This design comes from an exercise in tuning for small area, a short achievable clock period and few clock cycles per item on the open sky130 flow, not from production work.
Power is estimated from default activity; no workload was simulated.

Setup of oak:
## bit_encoder
module bit_encoder (
    input  wire        clk,
    input  wire        rst,         
    input  wire        cmd_valid,
    output wire        cmd_ready,
    input  wire [31:0] cmd_data,
    output wire        out_valid,
    input  wire        out_ready,
    output wire [7:0]  out_data,
    output wire [15:0] status,
    output wire        err
);
    localparam [1:0] CAUSE_BAD_OP    = 2'd1;
    localparam [1:0] CAUSE_RSVD_NZ   = 2'd2;
    localparam [1:0] CAUSE_BAD_WIDTH = 2'd3;
    reg [7:1]  pb;
    reg [2:0]  pn;
    reg [1:0]  ecause;     
    reg        trunc;
    reg [7:0]  ob0;
    reg [7:0]  ob1;
    reg        ov;
    reg        ov2;
    wire [7:0] pb8 = {pb, 1'b0};
    wire       err_q = |ecause;
    wire [1:0]  op    = cmd_data[31:30];
    wire [4:0]  width = cmd_data[20:16];
    wire [15:0] value = cmd_data[15:0];
    wire rsvd_nz   = |cmd_data[29:21];
    wire low_nz    = |cmd_data[20:0];
    wire width_bad = (width == 5'd0) || (width > 5'd16);
    wire is_flush  = (op == 2'b01) && !rsvd_nz && !low_nz;
    wire is_encode = (op == 2'b00) && !rsvd_nz && !width_bad;
    wire [1:0] cause = op[1]                 ? CAUSE_BAD_OP :
                       (op[0] || rsvd_nz)    ? CAUSE_RSVD_NZ :
                                               CAUSE_BAD_WIDTH;
    wire       g0     = pn[0] & width[0];
    wire       p1     = pn[1] ^ width[1];
    wire       c1     = (pn[1] & width[1]) | (p1 & g0);
    wire       p2     = pn[2] ^ width[2];
    wire       c2     = (pn[2] & width[2]) | (p2 & c1);
    wire [2:0] pn_new = {p2 ^ c1, p1 ^ g0, pn[0] ^ width[0]};
    wire       nb0    = width[4] | width[3] | c2;      
  ...
Size: ~470 cells after synthesis, about 63 I/O pins, about 2800 um^2 of cells after synthesis.
==> module bit_encoder, before the edit <==
module bit_encoder (
    input  wire        clk,
    input  wire        rst,         
    input  wire        cmd_valid,
    output wire        cmd_ready,
    input  wire [31:0] cmd_data,
    output wire        out_valid,
    input  wire        out_ready,
    output wire [7:0]  out_data,
    output wire [15:0] status,
    output wire        err
);
    localparam [1:0] CAUSE_BAD_OP    = 2'd1;
    localparam [1:0] CAUSE_RSVD_NZ   = 2'd2;
    localparam [1:0] CAUSE_BAD_WIDTH = 2'd3;
    reg [7:1]  pb;
    reg [2:0]  pn;
    reg [1:0]  ecause;     
    reg        trunc;
    reg [7:0]  ob0;
    reg [7:0]  ob1;
    reg        ov;
    reg        ov2;
    wire [7:0] pb8 = {pb, 1'b0};
    wire       err_q = |ecause;
    wire [1:0]  op    = cmd_data[31:30];
    wire [4:0]  width = cmd_data[20:16];
    wire [15:0] value = cmd_data[15:0];
    wire rsvd_nz   = |cmd_data[29:21];
    wire low_nz    = |cmd_data[20:0];
    wire width_bad = (width == 5'd0) || (width > 5'd16);
    wire is_flush  = (op == 2'b01) && !rsvd_nz && !low_nz;
    wire is_encode = (op == 2'b00) && !rsvd_nz && !width_bad;
    wire [1:0] cause = op[1]                 ? CAUSE_BAD_OP :
                       (op[0] || rsvd_nz)    ? CAUSE_RSVD_NZ :
                                               CAUSE_BAD_WIDTH;
    wire       g0     = pn[0] & width[0];
    wire       p1     = pn[1] ^ width[1];
    wire       c1     = (pn[1] & width[1]) | (p1 & g0);
    wire       p2     = pn[2] ^ width[2];
    wire       c2     = (pn[2] & width[2]) | (p2 & c1);
    wire [2:0] pn_new = {p2 ^ c1, p1 ^ g0, pn[0] ^ width[0]};
    wire       nb0    = width[4] | width[3] | c2;      
    wire       nb2    = width[4] | (width[3] & c2);
    wire       nb_lane1 = !width[4] && (width[3] ^ c2);
    wire [23:0] ys0 = pn_new[0] ? {1'b0, value, 7'd0} : {value, 8'd0};
    wire [23:0] ys1 = pn_new[1] ? {2'b0, ys0[23:2]}  : ys0;
    wire [23:0] y   = pn_new[2] ? {4'b0, ys1[23:4]}  : ys1;
    wire [7:0]  lane  = nb2 ? y[23:16] : nb_lane1 ? y[15:8] : y[7:0];
    wire [7:0]  pmask = 8'hFF >> pn;
    wire [7:0]  top   = pb8 | (lane & pmask);
    wire [7:0]  byte1 = y[15:8];
    wire [7:0]  pb_lo = y[7:0];
    wire [7:0]  pb_nx = nb0 ? pb_lo : top;
    wire value_trunc = (|(lane & ~pmask))
                     | (!nb0 && (|y[15:8]))
                     | (!nb2 && (|y[23:16]));
    assign cmd_ready = !ov2 && (!ov || out_ready);
    wire   accept    = cmd_valid && cmd_ready;
    assign out_valid = ov;
    assign out_data  = ob0;
    always @(posedge clk) begin
        if (rst) begin
            ob0 <= 8'd0;
            ob1 <= 8'd0;
        end else begin
            if (!ov || out_ready)
                ob0 <= ov2 ? ob1 : top;
            if (!ov2)
                ob1 <= byte1;
        end
    end
    always @(posedge clk) begin
        if (rst) begin
            pb     <= 7'd0;
            pn     <= 3'd0;
            ecause <= 2'd0;
            trunc  <= 1'b0;
            ov     <= 1'b0;
            ov2    <= 1'b0;
        end else if (accept) begin
            ov  <= (is_encode && nb0) || (is_flush && pn != 3'd0);
            ov2 <= is_encode && nb2;
            if (is_encode) begin
                pb  <= pb_nx[7:1];
                pn  <= pn_new;
                if (value_trunc)
                    trunc <= 1'b1;
            end else if (is_flush) begin
                pb  <= 7'd0;
                pn  <= 3'd0;
            end else if (!err_q) begin
                ecause <= cause;
            end
        end else if (ov && out_ready) begin
            ov  <= ov2;
            ov2 <= 1'b0;
        end
    end
    assign status = {1'b0, trunc, ecause, err_q, pn, pb8};
    assign err    = err_q;
endmodule
Settings: LEC_CHECK=0, ABC_AREA=1, CAP_MARGIN=20, CORE_MARGIN=2, CORE_UTILIZATION=40, PLACE_DENSITY=0.6, SETUP_SLACK_MARGIN=3.05, SLEW_MARGIN=20; clock period 6.0 ns.
standard.sh (not shown) runs the stock make flow with config.mk's settings and CLKGATE_MAP_FILE= SYNTH_SCRIPT=/design/flow/synth_recipe.tcl, a recipe that flattens the netlist after the stock synthesis.
==> flow/flow/run.sh <==
#!/bin/bash
# Standard ORFS layout (the standard.sh) with these changes:
#  - the port buffers are made from the smallest buffer cell
#    (sky130_fd_sc_hd__buf_1) instead of buffer_ports' default choice;
#    timing repair still resizes them where the paths need it;
#  - synthesis leaves adders as plain gates for abc (ADDER_MAP_FILE empty)
#    rather than extracting them into fa/ha cells;
#  - clock tree synthesis adds no dummy load cells.
# Registers, their names and the synthesis script are otherwise unchanged.
set -uo pipefail
export BUFFER_PORTS_ARGS="-buffer_cell sky130_fd_sc_hd__buf_1"
export CTS_ARGS="-sink_clustering_enable -repair_clock_nets -dont_use_dummy_load -sink_clustering_size 40 -buf_list {sky130_fd_sc_hd__clkbuf_2 sky130_fd_sc_hd__clkbuf_4}"
bash standard.sh ADDER_MAP_FILE= finish > standard_flow.log 2>&1
status=$?
cp -r orfs/logs/sky130hd/bit_encoder/base orfs_logs 2>/dev/null
exit $status
Setup changes, oak to pine
--- a/flow/design.v
+++ b/flow/design.v
@@ -15,14 +15,14 @@
     localparam [1:0] CAUSE_BAD_WIDTH = 2'd3;
     reg [7:1]  pb;
     reg [2:0]  pn;
-    reg [1:0]  ecause;     
+    reg        err_q;
+    reg [1:0]  ecause;
     reg        trunc;
     reg [7:0]  ob0;
     reg [7:0]  ob1;
     reg        ov;
     reg        ov2;
     wire [7:0] pb8 = {pb, 1'b0};
-    wire       err_q = |ecause;
     wire [1:0]  op    = cmd_data[31:30];
     wire [4:0]  width = cmd_data[20:16];
     wire [15:0] value = cmd_data[15:0];
@@ -52,9 +52,12 @@
     wire [7:0]  byte1 = y[15:8];
     wire [7:0]  pb_lo = y[7:0];
     wire [7:0]  pb_nx = nb0 ? pb_lo : top;
-    wire value_trunc = (|(lane & ~pmask))
-                     | (!nb0 && (|y[15:8]))
-                     | (!nb2 && (|y[23:16]));
+    reg [15:0] above;
+    integer k;
+    always @(*)
+        for (k = 0; k < 16; k = k + 1)
+            above[k] = (width <= k);
+    wire value_trunc = |(value & above);
     assign cmd_ready = !ov2 && (!ov || out_ready);
     wire   accept    = cmd_valid && cmd_ready;
     assign out_valid = ov;
@@ -74,6 +77,7 @@
         if (rst) begin
             pb     <= 7'd0;
             pn     <= 3'd0;
+            err_q  <= 1'b0;
             ecause <= 2'd0;
             trunc  <= 1'b0;
             ov     <= 1'b0;
@@ -90,6 +94,7 @@
                 pb  <= 7'd0;
                 pn  <= 3'd0;
             end else if (!err_q) begin
+                err_q  <= 1'b1;
                 ecause <= cause;
             end
         end else if (ov && out_ready) begin
--- outcome ---
Power delta (pine − oak): favourable
Routed wire length on met3, oak and pine: lower on pine
Combinational group share of total power: pine vs oak down 3.0 points
Summary — maximum net fanout on the critical path, pine relative to oak: lower, by 3.
As of pine, placement-stage cell area had fallen by a few percent compared to oak.
Flop and latch count out of synthesis grows by a few percent when moving from oak to pine.
[compare] base=oak new=pine: number of levels in the clock H-tree was more or less identical; count of routing violations after the opening detailed-route iteration went up by 28; power drawn by the clock network was more or less identical.
Looking at area of the mapped netlist, pine sits 31 um^2 lower than oak does.
The area share of and/or/nand/nor cells after synthesis number comes out lower for pine vs oak.
pine against oak: die area saw a decrease, number of sequential cells now larger.
No functional check of the RTL was part of any run of this note.

## static timing again, ports no longer ideal
No port has a modelled driver above. Below, the same layouts with a new extraction and two added sets of constraints. Step 1 (the two cells are an assumption about what drives the block):
set clk [get_ports {clk}]
set_driving_cell -lib_cell sky130_fd_sc_hd__clkbuf_16 $clk
set_driving_cell -lib_cell sky130_fd_sc_hd__buf_2 [delete_from_list [all_inputs] $clk]
Step 2, shift: input delay + t, output delay - t, t = (earliest + latest rising clock arrival at the registers) / 2. This alone moves slack from input paths to output paths. Three values: ideal ports, drivers, drivers and shift; two values: the first two.
run	t (ns)	setup slack, ns	worst hold slack (ns)	clock arrival spread, ns
oak	0.363	3.082 / 3.058 / 2.876	0.462 / 0.462 / 0.462	0.030 / 0.031
pine	0.348	3.087 / 3.062 / 2.864	0.481 / 0.481 / 0.481	0.026 / 0.026
After both steps every run listed still meets setup and hold. The setup slack of pine, which loses most, moves by -0.025 ns with the drivers and by -0.223 ns with both steps.
